What follows belongs to an exercise in optimizing a design on an open flow for small area; a production flow would make more cautious choices. Only simulation tests tie the RTL to the original design; equivalence was not proved. Power and IR drop assume default switching activity.

**flow/run.sh**
```bash
#!/bin/bash
# synth_recipe.tcl (not shown) runs the flow's synth.tcl, then flattens the netlist and writes it again
# the make line also repeats each setting of config.mk as NAME=value (left out here)
make -C /OpenROAD-flow-scripts/flow DESIGN_CONFIG=/design/flow/config.mk WORK_HOME=/design/flow/orfs CLKGATE_MAP_FILE= SYNTH_SCRIPT=/design/flow/synth_recipe.tcl finish
```
**flow/config.mk**
```make
export PLATFORM = sky130hd
export DESIGN_NAME = rdt3_frame_decoder
export DESIGN_NICKNAME = rdt3_frame_decoder
export VERILOG_FILES = /design/flow/design.v
export SDC_FILE = /design/flow/constraint.sdc
export NUM_CORES = 4
export LEC_CHECK = 0
export CAP_MARGIN = 20
export CORE_MARGIN = 2
export CORE_UTILIZATION = 40
export SLEW_MARGIN = 20
```
**flow/constraint.sdc**
```tcl
create_clock -name core_clock -period 10.0 [get_ports {clk}]
set_input_delay 2.0000 -clock core_clock [delete_from_list [all_inputs] [get_ports {clk}]]
set_output_delay 2.0000 -clock core_clock [all_outputs]
set_load 0.01 [all_outputs]
```
**flow/design.v**
```verilog
module rdt3_frame_decoder (
    input  wire        clk,
    input  wire        rst,
    input  wire        in_valid,
    output wire        in_ready,
    input  wire [31:0] in_data,
    input  wire [2:0]  in_nbytes,    
    input  wire        in_last,
    output reg         out_valid,
    input  wire        out_ready,
    output reg  [31:0] out_seq,
    output reg  [31:0] out_ack,
    output reg         out_is_ack,
    output reg  [31:0] out_digest,
    output reg  [31:0] out_crc,
    output reg         out_corrupt,
    output reg         out_malformed,
    output reg  [15:0] out_len,
    output reg  [15:0] out_poff,
    output reg  [15:0] out_plen
);
    localparam [7:0] CH_PIPE  = 8'h7C;
    localparam [7:0] CH_MINUS = 8'h2D;
    reg [31:0] buf_data;
    reg [2:0]  buf_n;
    reg        buf_last;
    reg        buf_valid;
    reg [1:0]  idx;           
    reg        fin;           
    wire       have_byte  = buf_valid && (idx < buf_n);
    wire       last_byte  = have_byte && ({1'b0, idx} == buf_n - 3'd1);
    wire       empty_beat = buf_valid && (buf_n == 3'd0);
    wire [7:0] cur        = buf_data[8*idx +: 8];
    assign in_ready = !fin && (!buf_valid || (last_byte && !buf_last));
    reg [2:0]  npipes;        
    reg [15:0] pos;           
    reg [15:0] poff;          
    reg [31:0] crc;           
    reg        hdr_bad;       
    reg [31:0] seq_v, ack_v, dig_v;
    reg        flag_v;
    reg [33:0] acc;           
    reg [3:0]  ndig;          
    reg        neg;           
    reg        fbad;          
    reg        fstart;        
    wire is_digit = (cur >= 8'h30) && (cur <= 8'h39);
    wire [3:0] dval = cur[3:0];
    wire        int_ok  = !fbad && (ndig >= 4'd1) && (ndig <= 4'd10) &&
                          (neg ? (acc <= 34'd2147483648) : (acc <= 34'd2147483647));
    wire [31:0] int_val = neg ? (32'd0 - acc[31:0]) : acc[31:0];
    wire        flag_ok = !fbad && !neg && (ndig == 4'd1) && (acc <= 34'd1);
    wire        dig_ok  = !fbad && !neg && (ndig >= 4'd1) && (ndig <= 4'd10) &&
                          (acc <= 34'd4294967295);
    function [31:0] crc_byte;
        input [31:0] c;
        input [7:0]  b;
        integer k;
        reg [31:0] t;
        begin
            t = c ^ {24'd0, b};
            for (k = 0; k < 8; k = k + 1)
                t = t[0] ? ((t >> 1) ^ 32'hEDB88320) : (t >> 1);
            crc_byte = t;
        end
    endfunction
    wire [31:0] crc_fin = ~crc;
    wire        malformed = (npipes != 3'd4) || hdr_bad;
    always @(posedge clk) begin
        if (rst) begin
            buf_valid <= 1'b0;
            buf_data  <= 32'd0;
            buf_n     <= 3'd0;
            buf_last  <= 1'b0;
            idx       <= 2'd0;
            fin       <= 1'b0;
            npipes    <= 3'd0;
            pos       <= 16'd0;
            poff      <= 16'd0;
            crc       <= 32'hFFFFFFFF;
            hdr_bad   <= 1'b0;
            seq_v     <= 32'd0;
            ack_v     <= 32'd0;
            dig_v     <= 32'd0;
            flag_v    <= 1'b0;
            acc       <= 34'd0;
            ndig      <= 4'd0;
            neg       <= 1'b0;
            fbad      <= 1'b0;
            fstart    <= 1'b1;
            out_valid <= 1'b0;
            out_seq       <= 32'd0;
            out_ack       <= 32'd0;
            out_is_ack    <= 1'b0;
            out_digest    <= 32'd0;
            out_crc       <= 32'd0;
            out_corrupt   <= 1'b0;
            out_malformed <= 1'b0;
            out_len       <= 16'd0;
            out_poff      <= 16'd0;
            out_plen      <= 16'd0;
        end else begin
            if (out_valid && out_ready)
                out_valid <= 1'b0;
            if (in_valid && in_ready) begin
                buf_valid <= 1'b1;
                buf_data  <= in_data;
                buf_n     <= in_nbytes;
                buf_last  <= in_last;
                idx       <= 2'd0;
            end else if (empty_beat) begin
                buf_valid <= 1'b0;
                fin       <= 1'b1;
            end else if (have_byte) begin
                idx <= idx + 2'd1;
                if (last_byte) begin
                    buf_valid <= 1'b0;
                    if (buf_last)
                        fin <= 1'b1;
                end
            end
            if (have_byte) begin
                pos <= pos + 16'd1;
                if (npipes == 3'd4) begin
                    crc <= crc_byte(crc, cur);
                end else if (cur == CH_PIPE) begin
                    case (npipes)
                        3'd0: begin seq_v  <= int_val;  if (!int_ok)  hdr_bad <= 1'b1; end
                        3'd1: begin ack_v  <= int_val;  if (!int_ok)  hdr_bad <= 1'b1; end
                        3'd2: begin flag_v <= acc[0];   if (!flag_ok) hdr_bad <= 1'b1; end
                        default: begin dig_v <= acc[31:0]; if (!dig_ok) hdr_bad <= 1'b1; end
                    endcase
                    npipes <= npipes + 3'd1;
                    if (npipes == 3'd3)
                        poff <= pos + 16'd1;
                    acc    <= 34'd0;
                    ndig   <= 4'd0;
                    neg    <= 1'b0;
                    fbad   <= 1'b0;
                    fstart <= 1'b1;
                end else begin
                    fstart <= 1'b0;
                    if (is_digit) begin
                        if (ndig <= 4'd9) begin
                            acc  <= acc * 34'd10 + {30'd0, dval};
                            ndig <= ndig + 4'd1;
                        end else begin
                            ndig <= 4'd11;
                        end
                    end else if (cur == CH_MINUS && fstart) begin
                        neg <= 1'b1;
                    end else begin
                        fbad <= 1'b1;
                    end
                end
            end
            if (fin && (!out_valid || out_ready)) begin
                fin           <= 1'b0;
                out_valid     <= 1'b1;
                out_len       <= pos;
                out_malformed <= malformed;
                if (malformed) begin
                    out_seq     <= 32'hFFFFFFFF;
                    out_ack     <= 32'hFFFFFFFF;
                    out_is_ack  <= 1'b0;
                    out_digest  <= 32'd0;
                    out_crc     <= 32'd0;
                    out_corrupt <= 1'b1;
                    out_poff    <= 16'd0;
                    out_plen    <= 16'd0;
                end else begin
                    out_seq     <= seq_v;
                    out_ack     <= ack_v;
                    out_is_ack  <= flag_v;
                    out_digest  <= dig_v;
                    out_crc     <= crc_fin;
                    out_corrupt <= (crc_fin != dig_v);
                    out_poff    <= poff;
                    out_plen    <= pos - poff;
                end
                npipes  <= 3'd0;
                pos     <= 16'd0;
                poff    <= 16'd0;
                crc     <= 32'hFFFFFFFF;
                hdr_bad <= 1'b0;
                acc     <= 34'd0;
                ndig    <= 4'd0;
                neg     <= 1'b0;
                fbad    <= 1'b0;
                fstart  <= 1'b1;
            end
        end
    end
endmodule
```
==> summary.md <==
| Metric | Value |
|---|---|
| Worst-path cell chain | `ha_1, a21oi_1, o21ai_1, or4_1, o21a_1, nor2_1, clkdlybuf4s50_1` |
| Clock latency on the worst-skew pair | `0.59 ns` |
| Clock transition at path regs | `roughly 0.06 ns` |
| Critical-path maximum fanout | `11` |
| CTS sink cnt | `426` |
| H-tree depth | `2` |
| DR WL/cell | `approximately 18 um` |
| Syn-to-layout area delta | `21.0%` |
| Nets | `around 2600` |
| Synthesized flop and latch total | `approximately 430` |
| Routed vias/inst | `~5.3` |
| Total Routing Usage GR | `0.215` |
| Pre-CTS WS | `around 4.7 ns` |
| Final min period | `between 5 and 6 ns` |
| Worst path bufs/invs | `1` |
| Tcrit/Tclk final | `0.569` |
| CTS root buf | `clkbuf_16` |
| Worst Path Required | `around 8 ns` |
| Worst r2r src | `acc[0]` |
| Cells after Synth | `~2300` |
| Pre-Repair DR Iteration Count | `5` |
| Remaining DRCs | `0` |
| PwrDens | `around 160 nW/um2` |
| Fillers | `roughly 4700` |
| Min setup slack post-route | `4.31 ns` |
| Fin Clk Skew | `~0.018 ns` |
| Clk network pwr share | `0.463` |
| CP peak stage delay | `approximately 0.67 ns` |
| Ys async rst share | `0` |
| EDFF count, synth | `0` |
| Core area | `~50000 um2` |
| Max frequency | `around 180 MHz` |
| CP Data Arrival Time | `3.69 ns` |
| LEAKAGE | `around 0.0092 uW` |
| Status | `complete, no violations` |
| DIE HEIGHT | `around 230 um` |
| Sw Ratio | `0.234` |
| CP Class | `flip-flop to primary output` |
| CP startpoint kind | `flip-flop` |
| Reg power frac | `0.463` |
| Vias in the first global route | `~16000` |
| Reg area | `8530 um2` |
| Top FF cell, synth | `dfxtp_1` |
| CP top delay family | `simple AND/OR/NAND/NOR gates` |
| Largest net degree at the start of global routing | `between 100 and 150` |
| Final setup fails | `0` |
| Total CTS buffers | `45` |
| Hold Path Origin | `buf_data[21]` |
| HPWL Detailed | `between 40 and 50 mm` |
| Share of layout cells above drive strength 1 | `0.0583` |
| HP Class | `flip-flop to flip-flop` |
| Worst-Margin Slew | `about 1.1 ns` |
| Final ANT Viol Nets | `0` |
| Post-synthesis cell area | `approximately 20000 um2` |
| Sequential share of the synthesized area | `0.428` |
| Syn nets | `~2500` |
| 1st-iter DRT viols | `about 1400` |
| Post CTS Setup Buffer Count | `0` |
| GRT overflow | `0` |
| Comb pwr share | `0.074` |
| Die X | `between 200 and 250 um` |
| Syn Area/Cell | `between 8 and 9 um2` |
| Final Hold Vio Count | `0` |
| Slew HR | `0.285` |
| CP max stage cell | `dfxtp_1` |
| GP Congestion | `about 0.89` |
| Die ar. | `between 50000 and 60000 um2` |
| First-pass GRT wire length | `~89 mm` |
| RSZ-0062 raised after global routing | `false` |
| Routed WL | `about 57 mm` |
| TritonCTS clock tree | `done` |
| NetSw | `slightly below 900 uW` |
| Post-synth top area share | `0.428` |
| Internal cell power | `just under 3000 uW` |
| Initial antenna violation count | `0` |
| Multi-input logic area | `between 10000 and 15000 um2` |
| # hold bufs at CTS | `0` |
| Post-cts sizing count | `0` |
| # port buffers | `220` |
| Via count | `~17000` |
| Num rows | `81` |
| Crit. End Element | `primary output` |
| CP Launch Point | `idx[1]` |
| Clk buf depth | `3` |
| TNS Setup | `0 ns` |
| Max IR drop VDD | `roughly 0.00012 V` |
| I/O Pins | `around 220` |
| Diodes inserted | `0` |
| Max_cap viols | `0` |
| Fin. max-slew vios | `0` |
| Ys Warns | `1` |
| Area leader, netlist | `dfxtp_1` |
| Top cells by area, synth | `dfxtp_1 43%, nand2_1 6.6%, ha_1 5.8%` |
| Unique masters post-synth | `80` |
| Starting Density | `0.407` |
==> through the flow <==
stage	instance area, um2	util	total power [uW]	instances	hold slack (ns)
after floorplan	19900	-	1960	2349	0.426
after global placement	22600	0.460	2070	3105	0.435
after detailed placement	22600	0.460	2070	3105	0.443
after CTS	24100	0.492	3830	3187	0.455
after global routing	24100	0.492	3920	3187	0.473
final	24100	0.492	3790	3187	0.454
==> logic make-up (layout without fill, tap and decap cells) <==
logic type / count (synthesis) / count (layout) / synth area share
simple gates: 883 / 883 / 0.193
compound gates: 505 / 505 / 0.165
flops: 426 / 426 / 0.428
xor+xnor: 232 / 232 / 0.104
buf+inv: 194 / 368 / 0.0375
fa+ha+maj: 96 / 96 / 0.0613
mux: 13 / 13 / 0.0115
==> routing by layer <==
layer / track usage / share of wire / up-vias
met5: 0 / 0 / -
met1: 0.303 / 0.48 / 7948
met3: 0.0310 / 0.045 / 69
met2: 0.346 / 0.46 / 398
li1: - / - / 8371
met4: 0.0542 / 0.019 / 0
==> flip-flops by register name, summed over array words and instances (netlist names), 2 cells and up <==
register,count
out_poff,16
buf_n,3
out_crc,32
idx,2
buf_data,32
ndig,4
dig_v,32
crc,32
ack_v,32
out_ack,32
seq_v,32
out_len,16
acc,34
poff,16
out_digest,32
out_seq,32
pos,16
out_plen,16
npipes,3
==> layout make-up <==
class / instances / share of cell area
Tap cell: 664 / 0.0344
Clock buffer: 66 / 0.0549
Clock inverter: 16 / 0.00995
Sequential cell: 426 / 0.353
Inverter: 51 / 0.00793
Timing Repair Buffer: 235 / 0.0960
Multi-Input combinational cell: 1729 / 0.443
==> tightest hold or removal path, cell delays in order (launching register included) <==
cell	delay, ns
dfxtp_1	0.31
nand2_1	0.05
a21oi_1	0.05
==> path summary, 6_finish.rpt <==
kind | endpoint | slack, ns | depth (start not counted)
setup / recovery | in_ready | 4.31 | 7
hold / removal | buf_data[21] | 0.45 | 2
setup reg to reg | acc[32] | 5.64 | 15
hold reg to reg | buf_data[21] | 0.45 | 2
==> cells in the final DEF, fill, tap and decap left out, drive strengths merged, types with 32 or more instances in the layout <==
cell / count
nor3: 85
clkbuf: 66
a22o: 36
clkdlybuf4s50: 219
xor2: 99
dfxtp: 426
o21ai: 110
ha: 93
nand3: 32
a211oi: 83
nand2: 349
xnor2: 133
o211ai: 36
nor2: 302
a21oi: 146
inv: 52
==> synth_stat cells, drive strengths merged, types with 7 or more instances <==
cell type	n
nor3	85
or4	8
a21oi	146
o21bai	10
nand4	15
and3	15
nor4	16
xnor2	133
nand2b	8
a211oi	83
a22oi	16
and2	7
dfxtp	426
a31oi	8
a21o	10
clkbuf	124
o21ai	110
nand2	349
o211ai	36
nand3	32
nor2b	8
ha	93
xor2	99
inv	51
a22o	36
nor2	302
or2	13
buf	19
o21a	9
o31ai	9
mux4	8
or3	7
==> power by group through the flow <==
| stage | Sequential [uW] | Combinational (uW) | Clock (uW) |
|---|---|---|---|
| final | 1750 | 282 | 1760 |
| after floorplan | 1790 | 169 | 0 |
| after global routing | 1760 | 306 | 1860 |
| after global placement | 1790 | 278 | 0 |
| after detailed placement | 1790 | 280 | 0 |
| after CTS | 1750 | 282 | 1790 |

afterwards: timing with drivers on the ports:
How much do the figures lean on ideal ports? The routed layout below was timed once more, with nothing changed but the port constraints. Step 1 (the two cells are an assumption about what drives the block):
set clk [get_ports {clk}]
set_driving_cell -lib_cell sky130_fd_sc_hd__clkbuf_16 $clk
set_driving_cell -lib_cell sky130_fd_sc_hd__buf_2 [delete_from_list [all_inputs] $clk]
Step 2 moves the port delays by t, midway between the first and last clock arrival at a register: inputs arrive t later, outputs are due t later. That takes back most of the time a late clock gives input paths. Slacks: ideal / step 1 / step 2; pairs: ideal / step 1.
shift t [ns]: 0.638
slack for setup (ns): 4.313 / 4.252 / 4.688
hold slack, ns: 0.454 / 0.454 / 0.454
worst setup path at the end: input to register
After both steps this run still meets setup and hold. For this run, drivers alone change the setup slack by -0.061 ns; drivers and shift together by +0.375 ns.
